Background: an optimization exercise with open tools, aiming at small area, a short achievable clock period and few clock cycles. Do not read the settings as production practice. In this exercise RTL edits were held to simulation tests only and were not proved equivalent to the original. No activity file was given, so power comes from the tool's default toggle rates.

==> inputs of pepper <==
// emu_alu
module emu_alu (
    input  wire         clk,
    input  wire         rst,
    input  wire         in_valid,
    output wire         in_ready,
    input  wire [7:0]   variant,
    input  wire [7:0]   g,
    input  wire [7:0]   t0,
    input  wire [7:0]   t1,
    input  wire [127:0] a,
    input  wire [127:0] b,
    output wire         out_valid,
    output wire [127:0] result,
    output reg          wr_en,
    output reg  [5:0]   wr_idx,
    output reg  [2:0]   wr_w,
    output reg          flags_we,
    output reg          flag_less,
    output reg          flag_eq,
    output reg          flag_more,
    output reg          fault_illegal,
    output reg          fault_arith
);
Settings: LEC_CHECK=0, CAP_MARGIN=20, CORE_MARGIN=2, CORE_UTILIZATION=40, SETUP_SLACK_MARGIN=5, SLEW_MARGIN=20; clock period 12.0 ns.
run.sh (not shown) runs the stock make flow with config.mk's settings and CLKGATE_MAP_FILE= SYNTH_SCRIPT=/design/flow/synth_recipe.tcl, a recipe that flattens the netlist after the stock synthesis.
==> tundra (differences from pepper) <==
--- a/flow/design.v
+++ b/flow/design.v
@@ -33,34 +33,43 @@
     localparam NS      = 9;
     reg [NS-1:0] st;
     reg         rdy_r;
     reg         val_r;
     reg         outv_r;
     reg [129:0] A;             
     reg [131:0] B;
     reg [127:0] ACC;
-    reg         bd_one, bd_two, bd_neg;    
     reg [7:0]   cnt;           
     reg         qneg;          
-    reg         rneg;          
-    reg         rfull;         
+    reg [4:0]   selA_c;        
+    reg         selA_hi;       
+    reg         sel_acc;       
+    reg [4:0]   selB_c;        
+    reg         selB_hi;       
+    reg         sel_b1;        
+    reg         sel_bsr;       
+    reg         inv, cin;
+    reg [3:0]   ec_r;          
     reg [2:0]   op_r;          
     reg         bad_r;         
     reg [7:0]   g_r;
     reg [2:0]   w_r, w0_r, w1_r;
     reg         ff_r;          
     reg         ff1_r;         
     assign in_ready  = rdy_r;
     assign out_valid = outv_r;
     assign result    = ACC;
-    wire e8  = (w_r != 3'd4);
-    wire e16 = (w_r == 3'd0) || (w_r == 3'd1) || (w_r == 3'd2);
-    wire e32 = (w_r == 3'd0) || (w_r == 3'd1);
-    wire e64 = (w_r == 3'd0);
+    function [3:0] chunks(input [2:0] wc);    
+        chunks = {wc == 3'd0, wc <= 3'd1, wc <= 3'd2, wc <= 3'd3};
+    endfunction
+    wire e8  = ec_r[0];
+    wire e16 = ec_r[1];
+    wire e32 = ec_r[2];
+    wire e64 = ec_r[3];
     wire [127:0] m = {{64{e64}}, {32{e32}}, {16{e16}}, {8{e8}}, 8'hff};
     wire [127:0] Am = A[127:0] & m;
     wire [127:0] Bm = B[127:0] & m;
     reg sgn_a, sgn_b;
     always @(*) begin
         case (w_r)
             3'd0:    begin sgn_a = A[127]; sgn_b = B[127]; end
             3'd1:    begin sgn_a = A[63];  sgn_b = B[63];  end
@@ -73,38 +82,59 @@
     wire is_sub  = (op_r == 3'd1);
     wire is_cmp  = (op_r == 3'd2);
     wire is_mul  = (op_r == 3'd3);
     wire is_div  = (op_r == 3'd4);
     wire is_idiv = (op_r == 3'd5);
     wire illegal = bad_r || ff_r || (!is_cmp && ff1_r) ||
                    (w_r != w0_r) || (!is_cmp && w_r != w1_r);
     wire b_zero  = (Bm == 128'd0);
-    wire s1_a   = st[S_FIRST] | st[S_SUM2] | st[S_NEGA] | st[S_MAG] | st[S_P1];
-    wire s1_r   = st[S_P2];
-    wire s1_acc = st[S_MUL] | st[S_FIX];
-    wire s2_bm  = st[S_FIRST] | st[S_SUM2] | st[S_NEGB] | st[S_MAG] | (st[S_MUL] & bd_one);
-    wire s2_b1  = st[S_MUL] & bd_two;
-    wire s2_b   = st[S_P1];
-    wire s2_bsr = st[S_P2];
-    wire inv    = st[S_FIRST] | st[S_NEGA] | st[S_NEGB] | st[S_MAG] | st[S_P1] |
-                  (st[S_MUL] & bd_neg) | (st[S_P2] & !rneg);
-    wire cin    = st[S_FIRST] | st[S_NEGB] | st[S_MAG] | st[S_P1] | st[S_FIX] |
-                  (st[S_MUL] & bd_neg) | (st[S_P2] & !rneg);
-    wire [129:0] a_src = rfull ? A : {2'b00, Am};
-    wire [129:0] op1 = (a_src & {130{s1_a | s1_r}}) | ({2'b00, ACC} & {130{s1_acc}});
-    wire [129:0] op2 = ({2'b00, Bm} & {130{s2_bm}}) | (B[129:0] & {130{s2_b}}) |
-                       ({B[128:0], 1'b0} & {130{s2_b1}}) | (B[132-1:3] & {130{s2_bsr}});
-    wire [130:0] sum = {1'b0, op1} + {1'b0, op2 ^ {130{inv}}} + {130'd0, cin};
+    wire [129:0] selA = {{2{selA_hi}}, {64{selA_c[4]}}, {32{selA_c[3]}}, {16{selA_c[2]}},
+                         {8{selA_c[1]}}, {8{selA_c[0]}}};
+    wire [129:0] selB = {{2{selB_hi}}, {64{selB_c[4]}}, {32{selB_c[3]}}, {16{selB_c[2]}},
+                         {8{selB_c[1]}}, {8{selB_c[0]}}};
+    wire [129:0] op1 = (A & selA) | ({2'b00, ACC} & {130{sel_acc}});
+    wire [129:0] op2 = (B[129:0] & selB) | ({B[128:0], 1'b0} & {130{sel_b1}}) |
+                       (B[131:3] & {130{sel_bsr}});
+    wire [129:0] op2x = op2 ^ {130{inv}};
+    localparam AW = 131;
+    localparam AL = 8;                            
+    wire [AW*(AL+1)-1:0] pg, pp;                  
+    wire [129:0] p0 = op1 ^ op2x;
+    assign pg[AW-1:0] = {op1 & op2x, cin};
+    assign pp[AW-1:0] = {p0, 1'b0};
+    genvar lk, li;
+    generate
+        for (lk = 0; lk < AL; lk = lk + 1) begin : g_lvl
+            for (li = 0; li < AW; li = li + 1) begin : g_pos
+                if ((li >> lk) & 1) begin : g_node
+                    localparam LJ = ((li >> lk) << lk) - 1;
+                    assign pg[AW*(lk+1) + li] = pg[AW*lk + li] | (pp[AW*lk + li] & pg[AW*lk + LJ]);
+                    assign pp[AW*(lk+1) + li] = pp[AW*lk + li] & pp[AW*lk + LJ];
+                end else begin : g_pass
+                    assign pg[AW*(lk+1) + li] = pg[AW*lk + li];
+                    assign pp[AW*(lk+1) + li] = pp[AW*lk + li];
+                end
+            end
+        end
+    endgenerate
+    wire [130:0] carry = pg[AW*AL +: AW];         
+    wire [130:0] sum = {carry[130], p0 ^ carry[129:0]};
     wire         cy  = sum[130];                  
-    wire         zr  = (sum[129:0] == 130'd0);
+    wire         zr  = &p0;                       
     wire         sneg = sum[129];                 
     wire [127:0] sum_m = sum[127:0] & m;
     wire mul_rest1 = |(Am[127:1]);                 
     wire mul_rest3 = |(Am[127:3]);                 
+    function [2:0] booth(input y1, input y0, input c);
+        booth = {(y0 ^ c), (y1 ? (!y0 && !c) : (y0 && c)), (y1 && !(y0 && c))};
+    endfunction
+    wire [2:0] bd_first = booth(A[1], A[0], 1'b0);
+    wire [2:0] bd_next  = booth(A[3], A[2], A[1]);
+    wire take = rdy_r;    
     reg done;         
     reg nrdy;         
     reg [NS-1:0] nst;
     reg o_ill, o_ar, o_we, o_fwe;
     wire div_go = is_div || (is_idiv && !sgn_a && !sgn_b);
     always @(*) begin
         done = 1'b0; nrdy = 1'b0; nst = st;
         o_ill = 1'b0; o_ar = 1'b0; o_we = 1'b1; o_fwe = 1'b1;
@@ -161,16 +191,41 @@
                 else done = 1'b1;
             end
             nrdy = (cnt == 8'd2 && !qneg) || (cnt == 8'd1 && qneg);
         end
         if (st[S_FIX]) begin
             done = 1'b1;
         end
     end
+    wire [NS-1:0] st_first = {{(NS-1){1'b0}}, 1'b1};
+    wire [NS-1:0] ns = (rst || take || (val_r && done)) ? st_first : nst;
+    wire [3:0]    ec_n = take ? chunks(in_w) : ec_r;
+    wire [2:0]    bd_n = st[S_FIRST] ? bd_first : bd_next;
+    wire          rneg_n = st[S_P2] && sneg;
+    wire          sel_am_n = ns[S_FIRST] | ns[S_SUM2] | ns[S_NEGA] | ns[S_MAG] | ns[S_P1] |
+                             (ns[S_P2] & !st[S_P2]);
+    wire          sel_af_n = ns[S_P2] & st[S_P2];
+    wire          sel_bm_n = ns[S_FIRST] | ns[S_SUM2] | ns[S_NEGB] | ns[S_MAG] | (ns[S_MUL] & bd_n[2]);
+    wire          sel_b_n  = ns[S_P1];
+    wire [4:0]    ec5_n = {ec_n, 1'b1};
+    always @(posedge clk) begin
+        selA_c  <= ({5{sel_am_n}} & ec5_n) | {5{sel_af_n}};
+        selA_hi <= sel_af_n;
+        sel_acc <= ns[S_MUL] | ns[S_FIX];
+        selB_c  <= ({5{sel_bm_n}} & ec5_n) | {5{sel_b_n}};
+        selB_hi <= sel_b_n;
+        sel_b1  <= ns[S_MUL] & bd_n[1];
+        sel_bsr <= ns[S_P2];
+        inv     <= ns[S_FIRST] | ns[S_NEGA] | ns[S_NEGB] | ns[S_MAG] | ns[S_P1] |
+                   (ns[S_MUL] & bd_n[0]) | (ns[S_P2] & !rneg_n);
+        cin     <= ns[S_FIRST] | ns[S_NEGB] | ns[S_MAG] | ns[S_P1] | ns[S_FIX] |
+                   (ns[S_MUL] & bd_n[0]) | (ns[S_P2] & !rneg_n);
+        ec_r    <= ec_n;
+    end
     function [2:0] mod5(input [7:0] v);
         case (v)
             8'd0: mod5 = 3'd0;
             8'd1: mod5 = 3'd1;
             8'd2: mod5 = 3'd2;
             8'd3: mod5 = 3'd3;
             8'd4: mod5 = 3'd4;
             8'd5: mod5 = 3'd0;
@@ -688,18 +743,16 @@
             default: div5 = 6'd0;
         endcase
     endfunction
     wire       in_bad  = (variant > 8'd5);
     wire       in_fast = in_bad || (variant == 8'd1) || (variant == 8'd2);
     wire [2:0] in_w  = mod5(g);
     wire [2:0] in_w0 = mod5(t0);
     wire [2:0] in_w1 = mod5(t1);
-    wire take = rdy_r;    
-    wire [NS-1:0] st_first = {{(NS-1){1'b0}}, 1'b1};
     always @(posedge clk) begin
         if (rst) begin
             rdy_r  <= 1'b1;
             val_r  <= 1'b0;
             outv_r <= 1'b0;
             st     <= st_first;
         end else begin
             outv_r <= val_r && done;
@@ -739,21 +792,16 @@
             wr_en         <= o_we && !is_cmp;
             flags_we      <= o_fwe;
             fault_illegal <= o_ill;
             fault_arith   <= o_ar;
             wr_idx        <= div5(g_r);
             wr_w          <= w_r;
         end
     end
-    function [2:0] booth(input y1, input y0, input c);
-        booth = {(y0 ^ c), (y1 ? (!y0 && !c) : (y0 && c)), (y1 && !(y0 && c))};
-    endfunction
-    wire [2:0] bd_first = booth(A[1], A[0], 1'b0);
-    wire [2:0] bd_next  = booth(A[3], A[2], A[1]);
     always @(posedge clk) begin
         if (take)
             A <= {2'b00, a};
         else if (st[S_MUL])
             A <= {2'b00, Am >> 2};
         else if (st[S_NEGA])
             A <= {2'b00, ~sum[127:0]};
         else if (st[S_P2])
@@ -771,26 +819,20 @@
         if (st[S_FIRST])
             ACC <= (is_mul || is_div || is_idiv) ? 128'd0 : sum_m;
         else if (st[S_SUM2] || st[S_MUL] || st[S_FIX])
             ACC <= sum_m;
         else if (st[S_MAG])
             ACC <= (qneg && cy) ? m : 128'd0;
         else if (st[S_P2])
             ACC <= {ACC[126:0], !sneg ^ qneg} & m;
-        if (st[S_FIRST])
-            {bd_one, bd_two, bd_neg} <= bd_first;
-        else
-            {bd_one, bd_two, bd_neg} <= bd_next;
         if (st[S_FIRST]) begin
             cnt   <= 8'd2;
             qneg  <= is_idiv && (sgn_a ^ sgn_b);
         end else if (st[S_MAG]) begin
             cnt <= 8'd2;
         end else if (st[S_P1]) begin
             if (cy) cnt <= cnt + 8'd2;
         end else if (st[S_P2]) begin
             cnt <= cnt - 8'd1;
         end
-        rneg  <= st[S_P2] && sneg;
-        rfull <= st[S_P2] && cnt != 8'd1;
     end
 endmodule
==> flow/flow/run.sh (new file) <==
#!/bin/bash
# Standard ORFS layout (the standard.sh), with the timing repair steps
# asked to leave more setup slack than the 12 ns clock needs, so that the
# achieved period comes out shorter. Each step's full output goes to a log
# file of its own in this folder.
set -euo pipefail
MARGIN=${MARGIN:-7.5}
bash standard.sh synth > synth.log 2>&1
bash standard.sh SETUP_SLACK_MARGIN=$MARGIN finish > finish.log 2>&1
==> flow/standard.sh (new file) <==
#!/bin/bash
# synth_recipe.tcl (not shown) runs the flow's synth.tcl, then flattens the netlist and writes it again
# the make line also repeats each setting of config.mk as NAME=value (left out here)
make -C /OpenROAD-flow-scripts/flow DESIGN_CONFIG=/design/flow/config.mk WORK_HOME=/design/flow/orfs CLKGATE_MAP_FILE= SYNTH_SCRIPT=/design/flow/synth_recipe.tcl "${@:-finish}"
- SETUP_SLACK_MARGIN: 5 -> unset
removed: flow/run.sh
==> comparison table <==
Outcome: pepper finished clean; tundra finished clean
Register bit count reported by yosys: pepper 455; tundra 471
Starting density of the core: pepper 0.404; tundra 0.404
Length of routed met2 wiring: pepper 93400 um; tundra 83600 um
Synth Instances: pepper 5505; tundra 4495
Average instance area after synthesis: pepper 7.98 sq um; tundra 8.70 sq um
Reg-to-Reg End: pepper flag_more; tundra ACC[94]
Proportion of layout cells with a drive suffix above 1: pepper 0.0951; tundra 0.182
Worst slew pin tran: pepper 1.17 ns; tundra 1.25 ns
Worst min-delay path startpoint: pepper cnt[7]; tundra A[129]
Post-CTS setup-driven buffer insertion count: pepper 30; tundra 125
Power attributed to combinational cells: pepper 4220 uW; tundra 3770 uW
Iteration count of the initial detailed-routing pass: pepper 10; tundra 14
Stages on worst setup path: pepper 22; tundra 19
Pwr Density: pepper 155 nW/um^2; tundra 153 nW/um^2
Switch share: pepper 0.460; tundra 0.395
End-of-flow core utilization: pepper 0.480; tundra 0.539
Area used by multi-input combinational logic: pepper 29200 sq um; tundra 26500 sq um
GR Util met2: pepper 0.554; tundra 0.555
Final non-filler cell total: pepper 7114; tundra 6294
Sequential cell area fraction in the yosys report: pepper 0.304; tundra 0.349
Clock tree sinks: pepper 455; tundra 471
CP peak stage delay: pepper 0.51 ns; tundra 0.60 ns
Wire length of the first global-routing pass: pepper 312000 um; tundra 264000 um
FF-to-FF path depth: pepper 22; tundra 19
Placement row count: pepper 121; tundra 114
Highest Signal Layer: pepper met4; tundra met5
Testbench counts of pepper, summed over its fixed seeds: cycles 48,442.
Testbench counts of tundra, summed over its fixed seeds: cycles 48,442.

port drivers added, routing unchanged:
Ports are ideal in the flow. The routed layouts listed here were re-timed in OpenROAD.
Step 1 sets driving cells, clkbuf_16 on the clock port and buf_2 on the other inputs (assumed; they add their load-dependent delay and slew).
Step 2 moves the port delays by t, midway between the first and last clock arrival at a register: inputs arrive t later, outputs are due t later. That takes back most of the time a late clock gives input paths.
a / b / c = ideal ports / drivers / drivers and shift; a / b = the first two.
| run | t, ns | slack for setup (ns) | hold slack, ns | slew at the worst register clock pin (ns) |
|---|---|---|---|---|
| pepper | 0.750 | 4.967 / 4.967 / 4.967 | 0.482 / 0.482 / 0.482 | 0.07 / 0.07 |
| tundra | 0.744 | 6.846 / 6.847 / 6.847 | 0.451 / 0.451 / 0.451 | 0.07 / 0.07 |
After both steps every run listed still meets setup and hold.
